Background: an optimization exercise with open tools, aiming at small area, a short achievable clock period and few clock cycles per item. Do not read the settings as production practice.
In this exercise RTL edits were held to simulation tests only and were not proved equivalent to the original.
Power figures rest on the tool's default switching activity, not on a simulated workload.

## flow/design.v (module list and top-level ports; edited modules follow where they fit)
// module cq_quant: 489 lines
// module cq_min4: 22 lines
// module cq_lt: 239 lines
// module cq_sq: 1483 lines
// module cq_ws: 1093 lines
module cq_quant #(
    parameter MAX_W = 16
) (
    input  wire        clk,
    input  wire        rst,
    input  wire        pal_we,
    input  wire [7:0]  pal_waddr,
    input  wire [23:0] pal_wdata,
    input  wire        start,
    input  wire        cfg_dither,
    input  wire [8:0]  cfg_pal_size,
    input  wire [3:0]  cfg_wr,
    input  wire [3:0]  cfg_wg,
    input  wire [3:0]  cfg_wb,
    input  wire [4:0]  cfg_width,
    input  wire [15:0] cfg_height,
    output wire        busy,
    input  wire        pix_valid,
    input  wire [23:0] pix_data,
    output wire        pix_ready,
    output wire        out_valid,
    input  wire        out_ready,
    output wire [7:0]  out_index,
    output wire [21:0] out_dist
);
  // ...
==> flow/run.sh <==
#!/bin/bash
# synth_recipe.tcl (not shown) runs the flow's synth.tcl, then flattens the netlist and writes it again
# the make line also repeats each setting of config.mk as NAME=value (left out here)
make -C /OpenROAD-flow-scripts/flow DESIGN_CONFIG=/design/flow/config.mk WORK_HOME=/design/flow/orfs CLKGATE_MAP_FILE= SYNTH_SCRIPT=/design/flow/synth_recipe.tcl finish
==> flow/config.mk <==
export PLATFORM = sky130hd
export DESIGN_NAME = cq_quant
export DESIGN_NICKNAME = cq_quant
export VERILOG_FILES = /design/flow/design.v
export SDC_FILE = /design/flow/constraint.sdc
export NUM_CORES = 8
export LEC_CHECK = 0
export CAP_MARGIN = 30
export CELL_PAD_IN_SITES_DETAIL_PLACEMENT = 1
export CORE_MARGIN = 2
export CORE_UTILIZATION = 45
export CTS_CLUSTER_DIAMETER = 100
export CTS_CLUSTER_SIZE = 20
export PLACE_DENSITY = 0.55
export SLEW_MARGIN = 40
export SYNTH_MEMORY_MAX_BITS = 8192
==> flow/constraint.sdc <==
create_clock -name core_clock -period 20.0 [get_ports {clk}]
set_input_delay 4.0000 -clock core_clock [delete_from_list [all_inputs] [get_ports {clk}]]
set_output_delay 4.0000 -clock core_clock [all_outputs]
set_load 0.01 [all_outputs]
==> metrics.yaml, run 1 <==
power_and_ir_drop:
  top_power_group: "sequential cells"
  power_density_nw_per_um2: 85.6
  power.internal_w: 0.0451
route:
  drtAntennaViolNets: 1
  wl_per_cell_um: 39.0
  top_layer: "met5"
  first_pass_iters: 11
  via_per_inst: 6.48
  wl_met2_um: 1620000
cells_and_area:
  seq_share: 0.372
  layout_commonest_cell: "inv_1"
  top_regs: "pal x6144, b_sq x1440, c_d x704"
  num-clock-buffers: 1194
  largest_register: "pal"
logic_synthesis:
  synth-edff-count: 8393
  synth-xor-area-share: 0.0468
  synth_top_cell_by_area: "edfxtp_1"
  muxShareOfSynthArea: 0.0435
  synth.most_common_cell: "inv_1"
  yosysTopAreaCellShare: 0.310
  synthCells: 73924
  synth_ff_type: "edfxtp_1"
global_route:
  met1_usage: 0.507
  grt_pass1_wl_um: 5330000
  grt.overflow.total: 0
  grt_max_degree: 148
setup_path:
  critPathCaptureType: "flip-flop"
  r2r_cells: 31
  worstPathArrival_ns: 9.95
cts:
  cts_sinks: 12386
  cts_buffers: 772
floorplanning:
  nWellTaps: 24056
placed_design:
  place.gp.congestion: 1.02
timing:
  setup_tns_ns: 0
  fin_crit_sh: 0.433
  hold_viol: 0
  min_period_ns: 8.66
status:
  violations: "antenna violations"
  outcome: "finished with violations"
Testbench counts, summed over its fixed seeds: cycles 12,520, items 2,144.
==> run 2: changes to the inputs <==
--- a/flow/config.mk
+++ b/flow/config.mk
@@ -10,6 +10,6 @@
 export CORE_MARGIN = 2
-export CORE_UTILIZATION = 45
+export CORE_UTILIZATION = 40
 export CTS_CLUSTER_DIAMETER = 100
 export CTS_CLUSTER_SIZE = 20
-export PLACE_DENSITY = 0.55
+export PLACE_DENSITY = 0.5
 export SLEW_MARGIN = 40
==> metrics.yaml, run 2 <==
logic_synthesis:
  syn_avg_cell_area_um2: 11.0  # unchanged
  synthArstFlopShare: 0  # unchanged
  yosysTopAreaCellShare: 0.310  # unchanged
  synth.cell_area_um2: 813000  # unchanged
  synth.top_cells.by_area: "edfxtp_1 31%, fa_1 16%, dfxtp_1 9.8%"  # unchanged
  synthCells: 73924  # unchanged
  synth_ff_type: "edfxtp_1"  # unchanged
  synth.most_common_cell: "inv_1"  # unchanged
  synth-seq-area-share: 0.408  # unchanged
  synth_warnings: 29  # unchanged
  synth_cell_type_count: 86  # unchanged
  synthTopCellsByCount: "9,599 x inv_1, 8,393 x edfxtp_1, 7,315 x nand2_1, 6,697 x fa_1, 5,540 x a22oi_1"  # unchanged
  synth-seq-cells: 12386  # unchanged
  synth_top_cell_by_area: "edfxtp_1"  # unchanged
  synth-edff-count: 8393  # unchanged
  synth_nets: 84237  # unchanged
cells_and_area:
  area_growth_syn_to_layout_pct: 10.5  # was 9.88%
  top_regs: "pal x6144, b_sq x1440, c_d x704"  # unchanged
  largest_register_ffs: 6144  # unchanged
  fin_util: 0.443  # was 0.495
  nets: 84804  # was 84,762
  fillerInstances: 219194  # was 193,394
  drive_gt1_frac: 0.0887  # was 0.0872
  largest_register: "pal"  # unchanged
  layout_commonest_cell: "inv_1"  # unchanged
  most-common-layout-cells: "9,571 x inv_1, 8,393 x edfxtp_1, 7,243 x nand2_1, 6,694 x fa_1, 5,540 x a22oi_1"  # was 9,573 x inv_1, 8,393 x edfxtp_1, 7,259 x nand2_1, 6,696 x fa_1, 5,540 x a22oi_1
timing:
  fin_crit_sh: 0.423  # was 0.433
  max_slew.worst_pin.slew_ns: 1.21  # was 1.28 ns
  setup-violations-final: 0  # unchanged
  skew_ns: 0.188  # was 0.144 ns
  min_period_ns: 8.46  # was 8.66 ns
  hold_viol: 0  # unchanged
  setup_tns_ns: 0  # unchanged
  rsz0062_at_grt: "no"  # unchanged
  drv_slew: 0  # unchanged
  relSlewSlack: 0.192  # was 0.146
  max_freq_mhz: 118  # was 115 MHz
setup_path:
  critPathCaptureType: "flip-flop"  # unchanged
  r2r_cells: 31  # unchanged
  crit_type: "flip-flop to flip-flop"  # unchanged
  rr_endpoint: "ep[1][15]"  # was ep[0][15]
  start_kind: "flip-flop"  # unchanged
  crit_path_frequent_cell: "maj3_2"  # unchanged
  rr_startpoint: "m_d[1][0]"  # unchanged
  worstPathArrival_ns: 10.00  # was 9.95 ns
  critical_path_required_ns: 21.54  # was 21.28 ns
  critPathMaxStageDelay_ns: 0.70  # was 0.79 ns
  slowest_stage: "mux2_1"  # was mux2i_2
  path_max_fanout: 39  # was 27
  reg2reg_slack_ns: 11.54  # was 11.34 ns
cts:
  clk_latency_ns: 1.68  # was 1.43 ns
  postCtsSetupBuffers: 0  # unchanged
  cts_tree: "built"  # unchanged
  cts_max_level: 6  # unchanged
  clk_pin_slew_ns: 0.09  # about the same
  cts_sinks: 12386  # unchanged
  cts_root_buf: "clkbuf_16"  # unchanged
  postCtsResizedCells: 0  # unchanged
  cts_hold_buffers: 0  # unchanged
  cts_buffer_depth: 6  # was 5
  cts_buffers: 802  # was 772
route:
  drc: 0  # unchanged
  dr_total_vias: 656521  # was 659,601
  via_per_inst: 6.26  # was 6.48
  drtAntennaViolNets: 4  # was 1
  finalWirelength_um: 4040000  # was 3,970,000 µm
  drt_iter0_markers: 100223  # was 101,402
  wl_per_cell_um: 38.5  # was 39.0 µm
  first_pass_iters: 10  # was 11
placed_design:
  port_buffers: 136  # unchanged
  dp_hpwl_um: 2820000  # was 2,790,000 µm
  place.gp.congestion: 0.979  # was 1.02
power_and_ir_drop:
  leakage_nw: 356  # was 355 nW
  ir_worst_vdd_v: 0.000187  # was 0.000197 V
  power_density_nw_per_um2: 85.3  # was 85.6 nW/µm²
global_route:
  use_met3: 0.149  # was 0.176
  grt_usage: 0.382  # was 0.423
  grt_max_degree: 130  # was 148
  grt_pass1_wl_um: 5390000  # was 5,330,000 µm
  grt_busiest_layer: "met2"  # unchanged
  met1_usage: 0.476  # was 0.507
  grt.overflow.total: 0  # unchanged
  grt_antenna_before_repair: 827  # was 707
  use_met2: 0.540  # was 0.593
  grt_pass1_vias: 644207  # was 652,081
floorplanning:
  pin_count: 138  # unchanged
  die_area_um2: 2040000  # was 1,820,000 µm²
  die_height_um: 1430  # was 1350 µm
  start_util: 0.400  # was 0.450
  core.rowCount: 524  # was 494
  core_um2: 2030000  # was 1,810,000 µm²
  die_x_um: 1430  # was 1350 µm
hold_path:
  min_path_type: "flip-flop to flip-flop"  # unchanged
  hp-start: "d_r"  # was d_x[3]
  whs_endpoint: "m_r"  # was m_x[3]
  min_path_cells: 0  # unchanged
status:
  outcome: "finished with violations"  # unchanged
  violations: "antenna violations"  # unchanged
job:
  drv_cap: 0  # unchanged
run 2: kinds of logic after synthesis:
group / count (synthesis) / synth area share
fa+ha+maj: 10562 / 0.223
mux: 2094 / 0.0435
buf+inv: 12572 / 0.0581
simple gates: 18719 / 0.111
compound gates: 13249 / 0.109
xor+xnor: 4342 / 0.0468
flops: 12386 / 0.408
run 2: final cells by class:
cell class                      instances  area [µm²]  area share
Antenna cell                         2587        6470     0.00720
Clock buffer                         1217       21900      0.0244
Clock inverter                        230        3550     0.00395
Inverter                             9623       36100      0.0402
Multi-Input combinational cell      48966      442000       0.492
Sequential cell                     12386      332000       0.369
Tap cell                            27089       33900      0.0377
Timing Repair Buffer                 2712       22600      0.0251
run 2: worst max-delay path by stage:
| stage | from | endpoint | slack [ns] | cells past startpoint |
|---|---|---|---|---|
| global placement | m_d[1][0] | ep[0][15] | 10.74 | 31 |
| finish | m_d[1][0] | ep[1][15] | 11.54 | 31 |
| CTS | run_d[0] | ep[1][15] | 11.55 | 31 |
| detailed placement | run_d[0] | ep[1][15] | 11.54 | 31 |
| global route | run_d[0] | ep[0][16] | 10.87 | 33 |
| floorplan | flip-flop | vsg[1][0] | 12.41 | 13 |
run 2: stage by stage:
step	total power (W)	instance area, µm²	setup slack [ns]	std cells	hold slack, ns
6_report	0.0767	899000	11.54	104810	0.321
5_1_grt	0.0794	896000	10.87	103729	0.330
4_1_cts	0.0757	891000	11.55	102194	0.326
3_5_place_dp	0.0577	866000	11.54	100747	0.313
3_3_place_gp	0.0571	862000	10.74	100627	0.311
2_1_floorplan	0.0448	813000	12.41	73924	0.310
run 2: routing by layer:
| metal | part of all wire | vias up |
|---|---|---|
| met5 | 0.00081 | - |
| li1 | - | 258882 |
| met2 | 0.41 | 47795 |
| met1 | 0.37 | 337910 |
| met3 | 0.14 | 11667 |
| met4 | 0.082 | 267 |
run 2: power breakdown:
part / switching (W) / internal (W)
combinational: 0.0189 / 0.00853
sequential: 0.00212 / 0.0288
clock: 0.0103 / 0.00811
run 2: worst max-delay path, delay by kind of cell, from the launching register on:
| kind | cells | cell delay [ns] |
|---|---|---|
| xor gates and xnor gates | 1 | 0.35 |
| AOI/OAI and AO/OA | 9 | 1.68 |
| DFF | 1 | 0.32 |
| muxes | 2 | 1.08 |
| buffers and inverters | 2 | 0.48 |
| adders and majority gates | 11 | 3.60 |
| and+or+nand+nor | 6 | 0.70 |

## re-timing with driven ports
The flow's constraints put no driver on any port. The routed layouts listed below were extracted and timed again, unchanged, in two steps. Step 1 (the two cells are an assumption about what drives the block):
set clk [get_ports {clk}]
set_driving_cell -lib_cell sky130_fd_sc_hd__clkbuf_16 $clk
set_driving_cell -lib_cell sky130_fd_sc_hd__buf_2 [delete_from_list [all_inputs] $clk]
Step 2, shift: input delay + t, output delay - t, t = (earliest + latest rising clock arrival at the registers) / 2. This alone moves slack from input paths to output paths. Slacks: ideal / step 1 / step 2; pairs: ideal / step 1.
run	t, ns	setup WS [ns]	hold WS [ns]	slew at the worst register clock pin (ns)	cell pins on the clock port's net
run 1	1.558	11.336 / 11.336 / 11.336	0.316 / 0.316 / 0.316	0.10 / 0.10	1
run 2	1.793	11.542 / 11.542 / 11.542	0.321 / 0.321 / 0.321	0.11 / 0.11	1
